From an optimization exercise on the open Yosys and OpenROAD flow, aimed at small area, a short achievable clock period and few clock cycles per item; shortcuts taken in it are not production practice. The RTL was checked by simulation tests, not by an equivalence proof against the original design. Power is estimated from default activity; no workload was simulated.

==> module bcm_encoder, before the edit <==
module bcm_encoder (
    input  wire        clk,
    input  wire        rst,
    input  wire        cmd_valid,
    output wire        cmd_ready,
    input  wire [1:0]  cmd_op,
    input  wire [2:0]  cmd_t,
    input  wire [1:0]  cmd_mode,
    input  wire [5:0]  cmd_x,
    input  wire [3:0]  cmd_row,
    input  wire [23:0] cmd_top,
    input  wire [23:0] cmd_bot,
    input  wire [31:0] cmd_val,
    output wire        wr_valid,
    input  wire        wr_ready,
    output wire [12:0] wr_addr,
    output wire [15:0] wr_data,
    output wire        rsp_valid,
    output wire [7:0]  rsp_data
);
    localparam [1:0] OP_ENCODE = 2'd0;
    localparam [1:0] OP_SETBRIGHT = 2'd1;
    localparam [1:0] OP_GETBRIGHT = 2'd2;
    reg [6:0] percent;
    reg [6:0] duty;
    reg       rsp_q;
    reg [47:0] c_ring;      
    reg [2:0]  c_ph;        
    reg        c_done;      
    reg        c_free;      
    wire       c_busy = !c_free;
    reg        c_set;       
    reg [1:0]  c_mode;
    reg [2:0]  c_t;
    reg [5:0]  c_x;
    reg [3:0]  c_row;
    reg [47:0] o_ch;        
    reg        o_valid;
    reg [2:0]  o_j;
    reg [3:0]  o_row;
    reg [5:1]  o_x;
    reg        o_x0n;       
    reg [2:0]  o_s;         
    reg [3:0]  o_a;         
    reg        o_lat;
    reg        o_oe;
    wire take = cmd_valid && c_free;
    wire xfer = o_valid && wr_ready;
    wire o_last = o_valid && (o_j == 3'd7);
    wire o_room = !o_valid || (o_last && wr_ready);
    wire aligned = (c_ph == 3'd0);
    wire c_gam = (c_mode != 2'd0) && !c_set;
    wire move  = c_busy && !c_set && aligned && (c_done || !c_gam) && o_room;
    wire apply = c_busy && c_set && aligned && c_done && o_room;
    wire       val_big = (|cmd_val[30:7]) || (cmd_val[6:0] > 7'd100);
    wire [6:0] val_clamp = cmd_val[31] ? 7'd0 : (val_big ? 7'd100 : cmd_val[6:0]);
    wire [47:0] ring_in = {cmd_bot[7:0], cmd_bot[15:8], cmd_bot[23:16],
                           cmd_top[7:0], cmd_top[15:8],
                           (cmd_op == OP_SETBRIGHT) ? {1'b0, val_clamp} : cmd_top[23:16]};
    wire [7:0] s_idx;
    bcm_lidx u_lidx (.p(c_ring[6:0]), .y(s_idx));
    wire       s_first = c_busy && c_set && (c_ph == 3'd0) && !c_done;
    wire [7:0] gam_out;
    bcm_gamma u_gam (.v(c_ring[7:0]), .y(gam_out));
    wire [7:0] rot_in = s_first ? s_idx : (c_gam && !c_done) ? gam_out : c_ring[7:0];
    wire [6:0] s_lin = {1'b0, c_ring[7:2]} + {6'd0, (c_ring[1:0] != 2'd0)};
    wire [6:0] s_cb  = {1'b0, gam_out[7:2]} + {6'd0, gam_out[1]};
    wire [6:0] duty_new = (c_mode == 2'd0) ? s_lin :
                          (c_mode == 2'd2 && percent != 7'd0 && s_cb == 7'd0) ? 7'd1 : s_cb;
    wire        oe_m = (c_x == 6'd0) || (c_x == 6'd63) || ({1'b0, c_x} >= duty);
    wire [6:0]  oe_thr = (o_s != 3'd0) ? (duty >> o_s) : duty;  
    wire [5:0]  o_xf = {o_x, ~o_x0n};
    wire        oe_n = (o_xf == 6'd0) || o_lat || ({1'b0, o_xf} >= oe_thr);
    always @(posedge clk) begin
        if (c_free) begin
            c_ring <= ring_in;
            c_ph <= 3'd0;
            c_done <= 1'b0;
        end else begin
            c_ring <= {rot_in, c_ring[47:8]};
            c_ph <= (c_ph >= 3'd5) ? 3'd0 : c_ph + 3'd1;
            if (c_ph == 3'd5)
                c_done <= 1'b1;
        end
        if (c_free) begin
            c_set <= (cmd_op == OP_SETBRIGHT);
            c_mode <= cmd_mode;
            c_t <= cmd_t;
            c_x <= cmd_x;
            c_row <= cmd_row;
        end
        if (move) begin
            o_ch <= c_ring;
            o_row <= c_row;
            o_x <= c_x[5:1];
            o_x0n <= ~c_x[0];
            o_s <= c_t;
            o_a <= c_row - 4'd1;
            o_lat <= (c_x == 6'd63);
        end else if (xfer) begin
            o_ch <= {1'b0, o_ch[47:41], 1'b0, o_ch[39:33], 1'b0, o_ch[31:25],
                     1'b0, o_ch[23:17], 1'b0, o_ch[15:9], 1'b0, o_ch[7:1]};
            o_a <= o_row;
            if (o_s != 3'd0)
                o_s <= o_s - 3'd1;
        end
        if (move)
            o_oe <= oe_m;
        else if (xfer)
            o_oe <= oe_n;
        if (move)
            o_j <= 3'd0;
        else if (xfer)
            o_j <= o_j + 3'd1;
        if (s_first)
            percent <= c_ring[6:0];
        if (apply)
            duty <= duty_new;
        if (rst) begin
            c_free <= 1'b1;
            o_valid <= 1'b0;
            rsp_q <= 1'b0;
            percent <= 7'd100;
            duty <= 7'd64;
        end else begin
            if (take && (cmd_op == OP_ENCODE || cmd_op == OP_SETBRIGHT)) begin
                c_free <= 1'b0;
            end else if (move || apply) begin
                    c_free <= 1'b1;
            end
            if (move)
                o_valid <= 1'b1;
            else if (o_last && wr_ready)
                o_valid <= 1'b0;
            rsp_q <= take && (cmd_op == OP_SETBRIGHT || cmd_op == OP_GETBRIGHT);
        end
    end
    assign cmd_ready = c_free;
    assign wr_valid = o_valid;
    assign wr_addr = {o_row, o_j, o_x, o_x0n};
    assign wr_data = {4'b0000, o_a, o_oe, o_lat,
                      o_ch[40], o_ch[32], o_ch[24], o_ch[16], o_ch[8], o_ch[0]};
    assign rsp_valid = rsp_q;
    assign rsp_data = {1'b0, percent};
endmodule
export LEC_CHECK = 0
export ABC_AREA = 1
export CAP_MARGIN = 20
export CORE_MARGIN = 2
export CORE_UTILIZATION = 40
export SLEW_MARGIN = 20
create_clock -name core_clock -period 18.0 [get_ports {clk}]
standard.sh (not shown) runs the stock make flow with config.mk's settings and CLKGATE_MAP_FILE= SYNTH_SCRIPT=/design/flow/synth_recipe.tcl, a recipe that flattens the netlist after the stock synthesis.
==> flow/flow/run.sh <==
#!/bin/bash
# ORFS layout through the standard.sh, with these changes to how it is made:
#  - synthesis: the standard script, but ABC maps the logic with an area
#    script (strash; dch -f; amap), Yosys does not extract half/full adders and
#    inserts no buffers between register outputs and output ports (the port
#    buffers below are still inserted). Registers are mapped before ABC runs,
#    so they are the standard ones;
#  - port buffers are sky130_fd_sc_hd__buf_1 instead of the default delay buffer;
#  - CTS uses sky130_fd_sc_hd__clkbuf_8 and inserts no dummy loads;
#  - timing repair aims for a setup slack margin of 13 ns (the SDC is unchanged).
# Each step's full output goes to a log file in this folder.
set -euo pipefail
W=$PWD
rm -rf "$W/scripts_area"
cp -r "$FLOW_HOME/scripts" "$W/scripts_area"
printf 'strash\ndch -f\namap\ntopo\n' > "$W/scripts_area/abc_area.script"
export BUFFER_PORTS_ARGS="-buffer_cell sky130_fd_sc_hd__buf_1"
export CTS_ARGS="-sink_clustering_enable -repair_clock_nets -dont_use_dummy_load -buf_list sky130_fd_sc_hd__clkbuf_8"
export SETUP_SLACK_MARGIN=13
bash standard.sh SCRIPTS_DIR="$W/scripts_area" ADDER_MAP_FILE= SYNTH_INSBUF=0 synth > flow_synth.log 2>&1
bash standard.sh > flow_layout.log 2>&1
Testbench counts at the start, summed over its fixed seeds: cycles 131,262, items 16,384.
Change:
--- a/flow/design.v
+++ b/flow/design.v
@@ -794,19 +794,21 @@
     reg        o_x0n;       
     reg [2:0]  o_s;         
     reg [3:0]  o_a;         
     reg        o_lat;
     reg        o_oe;
     wire take = cmd_valid && c_free;
-    wire xfer = o_valid && wr_ready;
     wire o_last = o_valid && (o_j == 3'd7);
-    wire o_room = !o_valid || (o_last && wr_ready);
+    wire o_adv  = !o_valid || wr_ready;
+    wire o_load = !o_valid || (o_j == 3'd7);
+    wire o_free = !o_valid || (o_j == 3'd7);
     wire aligned = (c_ph == 3'd0);
     wire c_gam = (c_mode != 2'd0) && !c_set;
-    wire move  = c_busy && !c_set && aligned && (c_done || !c_gam) && o_room;
-    wire apply = c_busy && c_set && aligned && c_done && o_room;
+    wire mv_rdy = c_busy && !c_set && aligned && (c_done || !c_gam);
+    wire move  = mv_rdy && o_adv && o_load;
+    wire apply = c_busy && c_set && aligned && c_done && o_free;
     wire       val_big = (|cmd_val[30:7]) || (cmd_val[6:0] > 7'd100);
     wire [6:0] val_clamp = cmd_val[31] ? 7'd0 : (val_big ? 7'd100 : cmd_val[6:0]);
     wire [47:0] ring_in = {cmd_bot[7:0], cmd_bot[15:8], cmd_bot[23:16],
                            cmd_top[7:0], cmd_top[15:8],
                            (cmd_op == OP_SETBRIGHT) ? {1'b0, val_clamp} : cmd_top[23:16]};
     wire [7:0] s_idx;
@@ -838,35 +840,33 @@
             c_set <= (cmd_op == OP_SETBRIGHT);
             c_mode <= cmd_mode;
             c_t <= cmd_t;
             c_x <= cmd_x;
             c_row <= cmd_row;
         end
-        if (move) begin
-            o_ch <= c_ring;
-            o_row <= c_row;
-            o_x <= c_x[5:1];
-            o_x0n <= ~c_x[0];
-            o_s <= c_t;
-            o_a <= c_row - 4'd1;
-            o_lat <= (c_x == 6'd63);
-        end else if (xfer) begin
-            o_ch <= {1'b0, o_ch[47:41], 1'b0, o_ch[39:33], 1'b0, o_ch[31:25],
-                     1'b0, o_ch[23:17], 1'b0, o_ch[15:9], 1'b0, o_ch[7:1]};
-            o_a <= o_row;
-            if (o_s != 3'd0)
-                o_s <= o_s - 3'd1;
+        if (o_adv) begin
+            if (o_load) begin
+                o_ch <= c_ring;
+                o_row <= c_row;
+                o_x <= c_x[5:1];
+                o_x0n <= ~c_x[0];
+                o_s <= c_t;
+                o_a <= c_row - 4'd1;
+                o_lat <= (c_x == 6'd63);
+                o_oe <= oe_m;
+                o_j <= 3'd0;
+            end else begin
+                o_ch <= {1'b0, o_ch[47:41], 1'b0, o_ch[39:33], 1'b0, o_ch[31:25],
+                         1'b0, o_ch[23:17], 1'b0, o_ch[15:9], 1'b0, o_ch[7:1]};
+                o_a <= o_row;
+                if (o_s != 3'd0)
+                    o_s <= o_s - 3'd1;
+                o_oe <= oe_n;
+                o_j <= o_j + 3'd1;
+            end
         end
-        if (move)
-            o_oe <= oe_m;
-        else if (xfer)
-            o_oe <= oe_n;
-        if (move)
-            o_j <= 3'd0;
-        else if (xfer)
-            o_j <= o_j + 3'd1;
         if (s_first)
             percent <= c_ring[6:0];
         if (apply)
             duty <= duty_new;
         if (rst) begin
             c_free <= 1'b1;
@@ -877,16 +877,14 @@
         end else begin
             if (take && (cmd_op == OP_ENCODE || cmd_op == OP_SETBRIGHT)) begin
                 c_free <= 1'b0;
             end else if (move || apply) begin
                     c_free <= 1'b1;
             end
-            if (move)
-                o_valid <= 1'b1;
-            else if (o_last && wr_ready)
-                o_valid <= 1'b0;
+            if (o_adv && o_load)
+                o_valid <= mv_rdy;
             rsp_q <= take && (cmd_op == OP_SETBRIGHT || cmd_op == OP_GETBRIGHT);
         end
     end
     assign cmd_ready = c_free;
     assign wr_valid = o_valid;
     assign wr_addr = {o_row, o_j, o_x, o_x0n};
Count of clock-buffer cells in the layout does not change.
Wire length grows by 0.51%.
Design area drops by 1.0%.
Combinational power rose by 19%.
Global-route usage hardly moves.
Area after synthesis stays flat.
Non-clock buffer count stays the same.
Via count climbs by 0.53%.
Maximum frequency is lower by 0.76%.
Testbench counts after the change, summed over its fixed seeds: cycles 131,262, items 16,384.

## static timing again, ports no longer ideal
No port has a modelled driver above. Below, the same layouts with a new extraction and two added sets of constraints.
Step 1: set_driving_cell puts a clkbuf_16 on clk and a buf_2 on each other input, an assumption about the parent block.
Step 2 also shifts input and output timing later by t, the mid clock arrival at the registers, as if the neighbouring blocks saw the same clock.
a / b / c = ideal ports / drivers / drivers and shift; a / b = the first two.
| run | t, ns | setup slack, ns | worst setup path at the end | worst register clock-pin slew, ns |
|---|---|---|---|---|
| the first run | 0.469 | 13.135 / 13.151 / 12.682 | input to register | 0.08 / 0.08 |
| the second run | 0.488 | 13.097 / 13.058 / 12.705 | input to register | 0.09 / 0.09 |
After both steps setup and hold are still met in every run listed. The setup slack of the first run, which loses most, moves by +0.016 ns with the drivers and by -0.453 ns with both steps.
